Source: an optimization exercise on an open RTL-to-GDS flow (aim: small area, a short achievable clock period and few clock cycles). Production flows keep margins and buffers that such runs may drop.
In this exercise RTL edits were held to simulation tests only and were not proved equivalent to the original.
Power figures rest on the tool's default switching activity, not on a simulated workload.

File: flow/config.mk
export PLATFORM = sky130hd
export DESIGN_NAME = mini_aes_core
export DESIGN_NICKNAME = mini_aes_core
export VERILOG_FILES = /design/flow/design.v
export SDC_FILE = /design/flow/constraint.sdc
export NUM_CORES = 4
export LEC_CHECK = 0
export CAP_MARGIN = 20
export CORE_MARGIN = 2
export CORE_UTILIZATION = 35
export SLEW_MARGIN = 20
export SYNTH_MEMORY_MAX_BITS = 4096
File: flow/constraint.sdc
create_clock -name core_clock -period 6.0 [get_ports {clk}]
set_input_delay 1.2000 -clock core_clock [delete_from_list [all_inputs] [get_ports {clk}]]
set_output_delay 1.2000 -clock core_clock [all_outputs]
set_load 0.01 [all_outputs]
File: flow/design.v
module mini_aes_core (
    input  wire        clk,
    input  wire        rst,           
    input  wire        bus_we,
    input  wire [9:0]  bus_addr,
    input  wire [15:0] bus_wdata,
    output reg  [15:0] bus_rdata,
    input  wire [15:0] rng            
);
    localparam DEPTH = 32;            
    localparam [3:0] ERR_NONE    = 4'd0;
    localparam [3:0] ERR_ALIGN   = 4'd2;
    localparam [3:0] ERR_ILLEGAL = 4'd3;
    localparam [3:0] OP_NOP    = 4'h0, OP_GFMUL  = 4'h1, OP_SUBNIB = 4'h2,
                     OP_ISUB   = 4'h3, OP_SHROWS = 4'h4, OP_MIXCOL = 4'h5,
                     OP_IMIX   = 4'h6, OP_ADDRK  = 4'h7, OP_KEYEXP = 4'h8,
                     OP_ENC    = 4'h9, OP_DEC    = 4'hA, OP_ECBENC = 4'hB,
                     OP_ECBDEC = 4'hC, OP_CBCENC = 4'hD, OP_CBCDEC = 4'hE;
    localparam [2:0] S_IDLE   = 3'd0,
                     S_DECODE = 3'd1,
                     S_LOAD   = 3'd2,
                     S_ROUND  = 3'd3,
                     S_STORE  = 3'd4;
    function [3:0] sbox;
        input [3:0] x;
        case (x)
            4'h0: sbox = 4'hE; 4'h1: sbox = 4'h4; 4'h2: sbox = 4'hD; 4'h3: sbox = 4'h1;
            4'h4: sbox = 4'h2; 4'h5: sbox = 4'hF; 4'h6: sbox = 4'hB; 4'h7: sbox = 4'h8;
            4'h8: sbox = 4'h3; 4'h9: sbox = 4'hA; 4'hA: sbox = 4'h6; 4'hB: sbox = 4'hC;
            4'hC: sbox = 4'h5; 4'hD: sbox = 4'h9; 4'hE: sbox = 4'h0; default: sbox = 4'h7;
        endcase
    endfunction
    function [3:0] inv_sbox;
        input [3:0] x;
        case (x)
            4'h0: inv_sbox = 4'hE; 4'h1: inv_sbox = 4'h3; 4'h2: inv_sbox = 4'h4; 4'h3: inv_sbox = 4'h8;
            4'h4: inv_sbox = 4'h1; 4'h5: inv_sbox = 4'hC; 4'h6: inv_sbox = 4'hA; 4'h7: inv_sbox = 4'hF;
            4'h8: inv_sbox = 4'h7; 4'h9: inv_sbox = 4'hD; 4'hA: inv_sbox = 4'h9; 4'hB: inv_sbox = 4'h6;
            4'hC: inv_sbox = 4'hB; 4'hD: inv_sbox = 4'h2; 4'hE: inv_sbox = 4'h0; default: inv_sbox = 4'h5;
        endcase
    endfunction
    function [3:0] gf_mul;
        input [3:0] a;
        input [3:0] b;
        reg   [3:0] p, aa;
        integer i;
        begin
            p  = 4'h0;
            aa = a;
            for (i = 0; i < 4; i = i + 1) begin
                if (b[i]) p = p ^ aa;
                aa = aa[3] ? ({aa[2:0], 1'b0} ^ 4'h3) : {aa[2:0], 1'b0};
            end
            gf_mul = p;
        end
    endfunction
    function [15:0] sub_nib;
        input [15:0] w;
        sub_nib = {sbox(w[15:12]), sbox(w[11:8]), sbox(w[7:4]), sbox(w[3:0])};
    endfunction
    function [15:0] inv_sub_nib;
        input [15:0] w;
        inv_sub_nib = {inv_sbox(w[15:12]), inv_sbox(w[11:8]), inv_sbox(w[7:4]), inv_sbox(w[3:0])};
    endfunction
    function [15:0] shift_rows;
        input [15:0] w;
        shift_rows = {w[15:12], w[3:0], w[7:4], w[11:8]};
    endfunction
    function [15:0] mix_col;
        input [15:0] w;
        mix_col = {w[15:12] ^ gf_mul(4'h4, w[11:8]),
                   gf_mul(4'h4, w[15:12]) ^ w[11:8],
                   w[7:4] ^ gf_mul(4'h4, w[3:0]),
                   gf_mul(4'h4, w[7:4]) ^ w[3:0]};
    endfunction
    function [15:0] inv_mix_col;
        input [15:0] w;
        inv_mix_col = {gf_mul(4'h9, w[15:12]) ^ gf_mul(4'h2, w[11:8]),
                       gf_mul(4'h2, w[15:12]) ^ gf_mul(4'h9, w[11:8]),
                       gf_mul(4'h9, w[7:4])   ^ gf_mul(4'h2, w[3:0]),
                       gf_mul(4'h2, w[7:4])   ^ gf_mul(4'h9, w[3:0])};
    endfunction
    function [7:0] key_step;
        input [7:0] w2;
        input [7:0] w1;
        input [7:0] rcon;
        key_step = w2 ^ {sbox(w1[3:0]), sbox(w1[7:4])} ^ rcon;
    endfunction
    reg  [15:0] cmd_q;
    reg         busy_q, done_q;
    reg  [3:0]  err_q;
    reg  [15:0] key_q, iv_q, din_q, dout_q;
    reg  [7:0]  w_q [0:7];
    reg  [15:0] in_mem  [0:DEPTH-1];
    reg  [15:0] out_mem [0:DEPTH-1];
    reg  [2:0]  state_q;
    reg  [15:0] rng_q;                
    reg  [15:0] s_q;                  
    reg  [15:0] chain_q;              
    reg  [1:0]  rnd_q;                
    reg  [7:0]  blk_q;                
    reg  [7:0]  nblk_q;               
    wire [3:0] op  = cmd_q[15:12];
    wire [7:0] cnt = cmd_q[7:0];
    reg illegal;
    always @(*) begin
        case (op)
            OP_GFMUL, OP_ECBENC, OP_ECBDEC, OP_CBCDEC: illegal = (cmd_q[11:8] != 4'h0);
            OP_ADDRK:  illegal = (cmd_q[11:2] != 10'h0);
            OP_CBCENC: illegal = (cmd_q[11:9] != 3'h0);
            4'hF:      illegal = 1'b1;
            default:   illegal = (cmd_q[11:0] != 12'h0);
        endcase
    end
    reg count_bad;
    always @(*) begin
        case (op)
            OP_ECBENC, OP_ECBDEC: count_bad = (cnt == 8'd0) || (cnt > DEPTH);
            OP_CBCENC:            count_bad = (cnt == 8'd0) || (cnt > DEPTH - 1);
            OP_CBCDEC:            count_bad = (cnt < 8'd2)  || (cnt > DEPTH);
            default:              count_bad = 1'b0;
        endcase
    end
    wire is_dec = (op == OP_DEC) || (op == OP_ECBDEC) || (op == OP_CBCDEC);
    wire [7:0] kx0 = key_q[15:8];
    wire [7:0] kx1 = key_q[7:0];
    wire [7:0] kx2 = key_step(kx0, kx1, 8'h10);
    wire [7:0] kx3 = kx1 ^ kx2;
    wire [7:0] kx4 = key_step(kx2, kx3, 8'h20);
    wire [7:0] kx5 = kx3 ^ kx4;
    wire [7:0] kx6 = key_step(kx4, kx5, 8'h40);
    wire [7:0] kx7 = kx5 ^ kx6;
    wire [15:0] rk0 = {w_q[0], w_q[1]};
    wire [15:0] rk1 = {w_q[2], w_q[3]};
    wire [15:0] rk2 = {w_q[4], w_q[5]};
    wire [15:0] rk3 = {w_q[6], w_q[7]};
    reg [15:0] rk_addrk;
    always @(*) begin
        case (cmd_q[1:0])
            2'd0:    rk_addrk = rk0;
            2'd1:    rk_addrk = rk1;
            2'd2:    rk_addrk = rk2;
            default: rk_addrk = rk3;
        endcase
    end
    reg [15:0] prim_result;
    always @(*) begin
        case (op)
            OP_GFMUL:  prim_result = {12'h000, gf_mul(cmd_q[7:4], cmd_q[3:0])};
            OP_SUBNIB: prim_result = sub_nib(din_q);
            OP_ISUB:   prim_result = inv_sub_nib(din_q);
            OP_SHROWS: prim_result = shift_rows(din_q);
            OP_MIXCOL: prim_result = mix_col(din_q);
            OP_IMIX:   prim_result = inv_mix_col(din_q);
            default:   prim_result = din_q ^ rk_addrk;
        endcase
    end
    reg [15:0] blk_in;
    always @(*) begin
        case (op)
            OP_ENC, OP_DEC: blk_in = din_q;
            OP_CBCENC:      blk_in = in_mem[blk_q[4:0]] ^ chain_q;
            OP_CBCDEC:      blk_in = in_mem[blk_q[4:0] + 5'd1];
            default:        blk_in = in_mem[blk_q[4:0]];
        endcase
    end
    reg [15:0] rk_round;
    always @(*) begin
        case (is_dec ? (2'd3 - rnd_q) : rnd_q)
            2'd0:    rk_round = rk0;
            2'd1:    rk_round = rk1;
            2'd2:    rk_round = rk2;
            default: rk_round = rk3;
        endcase
    end
    wire [15:0] enc_sr    = shift_rows(sub_nib(s_q));
    wire [15:0] enc_round = ((rnd_q == 2'd3) ? enc_sr : mix_col(enc_sr)) ^ rk_round;
    wire [15:0] dec_pre   = (rnd_q == 2'd1) ? s_q : inv_mix_col(s_q);
    wire [15:0] dec_round = inv_sub_nib(shift_rows(dec_pre)) ^ rk_round;
    reg [15:0] rd_val;
    always @(*) begin
        rd_val = 16'h0000;
        if (bus_addr[9:8] == 2'b01) begin
            if (bus_addr[7:5] == 3'b000) rd_val = in_mem[bus_addr[4:0]];
        end else if (bus_addr[9:8] == 2'b10) begin
            if (bus_addr[7:5] == 3'b000) rd_val = out_mem[bus_addr[4:0]];
        end else if (bus_addr[9:8] == 2'b00) begin
            case (bus_addr[7:0])
                8'h00: rd_val = cmd_q;
                8'h01: rd_val = {8'h00, err_q, 2'b00, done_q, busy_q};
                8'h02: rd_val = key_q;
                8'h03: rd_val = iv_q;
                8'h04: rd_val = din_q;
                8'h05: rd_val = dout_q;
                8'h08: rd_val = {8'h00, w_q[0]};
                8'h09: rd_val = {8'h00, w_q[1]};
                8'h0A: rd_val = {8'h00, w_q[2]};
                8'h0B: rd_val = {8'h00, w_q[3]};
                8'h0C: rd_val = {8'h00, w_q[4]};
                8'h0D: rd_val = {8'h00, w_q[5]};
                8'h0E: rd_val = {8'h00, w_q[6]};
                8'h0F: rd_val = {8'h00, w_q[7]};
                8'h10: rd_val = rk0;
                8'h11: rd_val = rk1;
                8'h12: rd_val = rk2;
                8'h13: rd_val = rk3;
                default: rd_val = 16'h0000;
            endcase
        end
    end
    always @(posedge clk) begin
        if (rst) bus_rdata <= 16'h0000;
        else     bus_rdata <= rd_val;
    end
    wire host_wr = bus_we && !busy_q;
    always @(posedge clk) begin
        if (host_wr && bus_addr[9:5] == 5'b01000)
            in_mem[bus_addr[4:0]] <= bus_wdata;
    end
    reg        out_we;
    reg [4:0]  out_idx;
    reg [15:0] out_val;
    always @(posedge clk) begin
        if (out_we) out_mem[out_idx] <= out_val;
    end
    wire last_blk = (blk_q + 8'd1 == nblk_q);
    always @(*) begin
        out_we  = 1'b0;
        out_idx = blk_q[4:0];
        out_val = s_q;
        if (state_q == S_DECODE && !illegal && !count_bad && op == OP_CBCENC) begin
            out_we  = 1'b1;
            out_idx = 5'd0;
            out_val = cmd_q[8] ? rng_q : iv_q;
        end else if (state_q == S_STORE) begin
            case (op)
                OP_ECBENC, OP_ECBDEC: out_we = 1'b1;
                OP_CBCENC: begin
                    out_we  = 1'b1;
                    out_idx = blk_q[4:0] + 5'd1;
                end
                OP_CBCDEC: begin
                    out_we  = 1'b1;
                    out_val = s_q ^ chain_q;
                end
                default: out_we = 1'b0;
            endcase
        end
    end
    integer i;
    always @(posedge clk) begin
        if (rst) begin
            cmd_q   <= 16'h0000;
            busy_q  <= 1'b0;
            done_q  <= 1'b0;
            err_q   <= ERR_NONE;
            key_q   <= 16'h0000;
            iv_q    <= 16'h0000;
            din_q   <= 16'h0000;
            dout_q  <= 16'h0000;
            for (i = 0; i < 8; i = i + 1) w_q[i] <= 8'h00;
            state_q <= S_IDLE;
            rng_q   <= 16'h0000;
            s_q     <= 16'h0000;
            chain_q <= 16'h0000;
            rnd_q   <= 2'd0;
            blk_q   <= 8'd0;
            nblk_q  <= 8'd0;
        end else begin
            case (state_q)
                S_IDLE: begin
                    if (host_wr) begin
                        case (bus_addr)
                            10'h000: begin
                                cmd_q   <= bus_wdata;
                                busy_q  <= 1'b1;
                                done_q  <= 1'b0;
                                err_q   <= ERR_NONE;
                                rng_q   <= rng;
                                state_q <= S_DECODE;
                            end
                            10'h002: key_q <= bus_wdata;
                            10'h003: iv_q  <= bus_wdata;
                            10'h004: din_q <= bus_wdata;
                            default: ;
                        endcase
                    end
                end
                S_DECODE: begin
                    if (illegal) begin
                        err_q   <= ERR_ILLEGAL;
                        busy_q  <= 1'b0;
                        done_q  <= 1'b1;
                        state_q <= S_IDLE;
                    end else if (count_bad) begin
                        err_q   <= ERR_ALIGN;
                        busy_q  <= 1'b0;
                        done_q  <= 1'b1;
                        state_q <= S_IDLE;
                    end else begin
                        case (op)
                            OP_NOP: begin
                                busy_q  <= 1'b0;
                                done_q  <= 1'b1;
                                state_q <= S_IDLE;
                            end
                            OP_KEYEXP: begin
                                w_q[0] <= kx0; w_q[1] <= kx1; w_q[2] <= kx2; w_q[3] <= kx3;
                                w_q[4] <= kx4; w_q[5] <= kx5; w_q[6] <= kx6; w_q[7] <= kx7;
                                busy_q  <= 1'b0;
                                done_q  <= 1'b1;
                                state_q <= S_IDLE;
                            end
                            OP_ENC, OP_DEC, OP_ECBENC, OP_ECBDEC, OP_CBCENC, OP_CBCDEC: begin
                                w_q[0] <= kx0; w_q[1] <= kx1; w_q[2] <= kx2; w_q[3] <= kx3;
                                w_q[4] <= kx4; w_q[5] <= kx5; w_q[6] <= kx6; w_q[7] <= kx7;
                                blk_q <= 8'd0;
                                case (op)
                                    OP_ENC, OP_DEC: nblk_q <= 8'd1;
                                    OP_CBCDEC:      nblk_q <= cnt - 8'd1;
                                    default:        nblk_q <= cnt;
                                endcase
                                if (op == OP_CBCENC) begin
                                    if (cmd_q[8]) begin
                                        iv_q    <= rng_q;
                                        chain_q <= rng_q;
                                    end else begin
                                        chain_q <= iv_q;
                                    end
                                end else begin
                                    chain_q <= in_mem[0];
                                end
                                state_q <= S_LOAD;
                            end
                            default: begin
                                dout_q  <= prim_result;
                                busy_q  <= 1'b0;
                                done_q  <= 1'b1;
                                state_q <= S_IDLE;
                            end
                        endcase
                    end
                end
                S_LOAD: begin
                    s_q     <= blk_in ^ (is_dec ? rk3 : rk0);
                    rnd_q   <= 2'd1;
                    state_q <= S_ROUND;
                end
                S_ROUND: begin
                    s_q   <= is_dec ? dec_round : enc_round;
                    rnd_q <= rnd_q + 2'd1;
                    if (rnd_q == 2'd3) state_q <= S_STORE;
                end
                S_STORE: begin
                    case (op)
                        OP_ENC, OP_DEC: dout_q <= s_q;
                        OP_CBCENC:      chain_q <= s_q;
                        OP_CBCDEC:      chain_q <= in_mem[blk_q[4:0] + 5'd1];
                        default: ;
                    endcase
                    blk_q <= blk_q + 8'd1;
                    if (last_blk) begin
                        busy_q  <= 1'b0;
                        done_q  <= 1'b1;
                        state_q <= S_IDLE;
                    end else begin
                        state_q <= S_LOAD;
                    end
                end
                default: state_q <= S_IDLE;
            endcase
        end
    end
endmodule
File: flow/run.sh
#!/bin/bash
# synth_recipe.tcl (not shown) runs the flow's synth.tcl, then flattens the netlist and writes it again
# the make line also repeats each setting of config.mk as NAME=value (left out here)
make -C /OpenROAD-flow-scripts/flow DESIGN_CONFIG=/design/flow/config.mk WORK_HOME=/design/flow/orfs CLKGATE_MAP_FILE= SYNTH_SCRIPT=/design/flow/synth_recipe.tcl finish
==> flow_metrics.env <==
export IMPL_core_um2=195000
export IMPL_final_setup_viol_count=0
export IMPL_async_reset_ff_frac=0
export IMPL_yosys_warnings=2
export IMPL_synth_nets=5011
export IMPL_regToRegStartpoint="blk_q[1]$_SDFFE_PP0P_"
export IMPL_num_vias=47438
export IMPL_dieHeight_um=447
export IMPL_fin_nets=5089
export IMPL_synthFlopType="edfxtp_1"
export IMPL_cts_made_buffers=145
export IMPL_root_buffer="clkbuf_16"
export IMPL_synth_most_common_cell="edfxtp_1"
export IMPL_max_freq_ghz=0.188
export IMPL_crit_fanout=40
export IMPL_timing_hold_ws_ns=0.456
export IMPL_syn_area_um2=68700
export IMPL_maxCapViolations=0
export IMPL_place_gp_congestion=1.01
export IMPL_grt_usage=0.247
export IMPL_worst_clock_skew_ns=0.0951
export IMPL_cts_setup_buffers=0
export IMPL_ys_top_cells_by_area="edfxtp_1 (45%), mux4_2 (19%), dfxtp_1 (8.6%)"
export IMPL_clock_sinks=1318
export IMPL_synth_ff_latch_count=1318
export IMPL_antenna_found_initial=14
export IMPL_grt_start_max_net_pins=111
export IMPL_rsz0062_at_grt="false"
export IMPL_slew_limit_headroom=0.215
export IMPL_r2r_cells=14
export IMPL_dr_first_iter_drc_count=7230
export IMPL_firstDrtPassIters=8
export IMPL_h_tree_depth=4
export IMPL_num_io_pins=61
export IMPL_fin_ws_ns=0.693
export IMPL_worst_setup_path_end_kind="flip-flop"
export IMPL_synth_seq_area_share=0.533
export IMPL_path_clk_slew_ns=0.06
export IMPL_clk_latency_ns=0.84
export IMPL_pwr_density_cell_nw_per_um2=252
export IMPL_numPortBuffers=60
export IMPL_cts_buffer_depth=3
export IMPL_synth_edf_count=1024
export IMPL_drtAntennaViolNets=0
export IMPL_crit_arrival_ns=5.99
export IMPL_ir_drop_v=0.000252
export IMPL_hold_viol=0
export IMPL_worst_pin_slew_ns=1.18
export IMPL_rows=162
export IMPL_layout_drive_gt1_share=0.241
export IMPL_period_share=0.884
export IMPL_cts_resized=0
export IMPL_drc=0
export IMPL_netlist_instances=4870
export IMPL_areaGrowthSynthToFinish_pct=13.7
export IMPL_netlist_area_leader_share=0.448
export IMPL_grt_pass1_vias=45758
export IMPL_r2r_slack_ns=0.69
export IMPL_ctsHoldBuffers=0
export IMPL_status="finished clean"
export IMPL_tns_ns=0
export IMPL_viasPerCell=6.17
export IMPL_final_util=0.400
export IMPL_grt_pass1_wl_um=350000
export IMPL_slew_violations=0
export IMPL_hold_path_class="reg2reg"
export IMPL_cts_tree="yes"
export IMPL_routed_wl_um=250000
export IMPL_yosysTopAreaCell="edfxtp_1"
export IMPL_hold_path_depth=2
export IMPL_dieWidth_um=447
export IMPL_p_leak_nw=24.8
export IMPL_cp_required_ns=6.69
export IMPL_avgSynthCellArea_um2=14.1
export IMPL_yosys_top_cells_count="edfxtp_1 (1024), mux4_2 (593), nand2_1 (486)"
export IMPL_initial_core_util=0.352
export IMPL_die_area_um2=200000
export IMPL_min_period_ns=5.31
export IMPL_ys_types=100
export IMPL_startpoint_type="flip-flop"
export IMPL_hold_start="rng_q[1]$_SDFFE_PP0P_"
export IMPL_dpl_hpwl_um=167000
export IMPL_r2r_end="enc_sr[8]$_DFF_P_"
export IMPL_wl_per_cell_um=32.5
export IMPL_grt_overflow=0
export IMPL_min_to="rng_q[1]$_SDFFE_PP0P_"
export IMPL_worst_setup_path_type="reg2reg"
export IMPL_pre_cts_ws_ns=0.789
how the worst max path moves through the flow:
stage               cells past startpoint                       end                   from  slack [ns]
global route                           16         enc_sr[6]$_DFF_P_  rnd_q[0]$_SDFFE_PP0N_        0.36
detailed placement                     15         enc_sr[2]$_DFF_P_  blk_q[1]$_SDFFE_PP0P_        0.79
CTS                                    15         enc_sr[2]$_DFF_P_  blk_q[1]$_SDFFE_PP0P_        0.76
global placement                       16                 flip-flop            bus_addr[5]        0.84
finish                                 14         enc_sr[8]$_DFF_P_  blk_q[1]$_SDFFE_PP0P_        0.69
floorplan                              13  out_mem[0][11]$_DFFE_PP_  cmd_q[0]$_SDFFE_PP0P_        1.55
metal layers:
| layer | wire (µm) | up-vias | global-route usage |
|---|---|---|---|
| met1 | 95100 | 24488 | 0.324 |
| li1 | - | 19375 | - |
| met2 | 112000 | 2945 | 0.374 |
| met4 | 14300 | 16 | 0.123 |
| met5 | 143 | - | 0 |
| met3 | 28800 | 614 | 0.0715 |
logic make-up after synthesis:
| kind of cell | Yosys count | synth area share |
|---|---|---|
| XOR/XNOR | 226 | 0.0314 |
| AND/OR/NAND/NOR | 1144 | 0.0732 |
| adder cells (fa/ha/maj) | 96 | 0.0175 |
| buffers and inverters | 459 | 0.0303 |
| flip-flops | 1318 | 0.533 |
| AO/OA/AOI/OAI | 786 | 0.0775 |
| multiplexers | 841 | 0.237 |
stage by stage:
stage,cell area [µm²],cells,total power [mW]
final,78100,7689,19.7
after global routing,78100,7684,20.1
after floorplan,68700,4870,10.4
after global placement,73200,7424,10.7
after CTS,78100,7682,19.8
after detailed placement,73200,7425,10.7
critical path: stages, from the launching register on:
cell       delay (ns)
dfxtp_1          0.39
ha_4             0.82
mux4_1           0.65
mux4_2           0.49
or2_1            0.24
a32oi_1          0.22
o221ai_1         0.46
or3_1            0.52
nand3_1          0.22
and2_1           0.24
inv_1            0.09
ha_1             0.30
inv_1            0.04
mux2_1           0.28
o2bb2ai_1        0.13
cell type report:
class	instances	area (µm²)
fillers	17888	117000
diodes	7	17.5
inverters	86	323
clock buffers	175	3790
clock inverters	82	1070
repair buffers	304	2600
flip-flops and latches	1318	36700
well taps	2624	3280
multi-input cells	3093	30300
placed cells by master (no fill, tap or decap), types with 15 or more instances in the layout:
cell | Yosys | routed
edfxtp_1 | 1024 | 1024
mux4_2 | 593 | 593
nand2_1 | 486 | 484
dfxtp_1 | 294 | 290
nor2_1 | 338 | 285
buf_4 | 25 | 231
a21oi_1 | 216 | 216
mux2i_1 | 197 | 196
clkbuf_16 | 0 | 146
xnor2_1 | 145 | 143
o21ai_0 | 116 | 99
ha_1 | 96 | 95
nand3_1 | 84 | 83
inv_1 | 81 | 81
xor2_1 | 67 | 66
a211oi_1 | 59 | 59
clkdlybuf4s50_1 | 0 | 50
a22oi_1 | 48 | 48
nor2_2 | 1 | 47
a222oi_1 | 46 | 46
o22ai_1 | 43 | 43
a31oi_1 | 39 | 39
clkinv_1 | 5 | 38
nor3_1 | 47 | 37
o211ai_1 | 32 | 32
a221oi_1 | 29 | 29
clkbuf_1 | 222 | 26
nor2b_1 | 28 | 25
mux4_1 | 22 | 22
or2_2 | 22 | 22
mux2_2 | 21 | 21
nand2b_1 | 18 | 18
or3_1 | 18 | 18
o21ai_2 | 1 | 17
and3_1 | 15 | 15
clkinv_2 | 0 | 15
where the power goes:
| group | leakage (nW) | switching [mW] | internal, mW | total, mW |
|---|---|---|---|---|
| combinational | 10.8 | 0.460 | 0.298 | 0.759 |
| clock | 2.34 | 3.96 | 5.18 | 9.14 |
| sequential | 11.7 | 0.00205 | 9.76 | 9.76 |
Testbench counts, summed over its fixed seeds: cycles 28,763.

-- afterwards: timing with drivers on the ports --
No port has a modelled driver above. Below, the same layout with a new extraction and two added sets of constraints.
Step 1 (the two cells are an assumption about what drives the block):
set clk [get_ports {clk}]
set_driving_cell -lib_cell sky130_fd_sc_hd__clkbuf_16 $clk
set_driving_cell -lib_cell sky130_fd_sc_hd__buf_2 [delete_from_list [all_inputs] $clk]
Step 2 also shifts input and output timing later by t, the mid clock arrival at the registers, as if the neighbouring blocks saw the same clock.
Three values: no drivers, after step 1, after step 2; two values: the first two.
t, ns: 0.888
setup slack, ns: 0.693 / 0.693 / 0.693
clock arrival spread, ns: 0.096 / 0.096
worst register clock-pin slew, ns: 0.07 / 0.07
cell pins on the clock port's net: 1
After both steps setup and hold are still met in this run. The setup slack of this run moves by 0.000 ns with the drivers and by 0.000 ns with both steps.
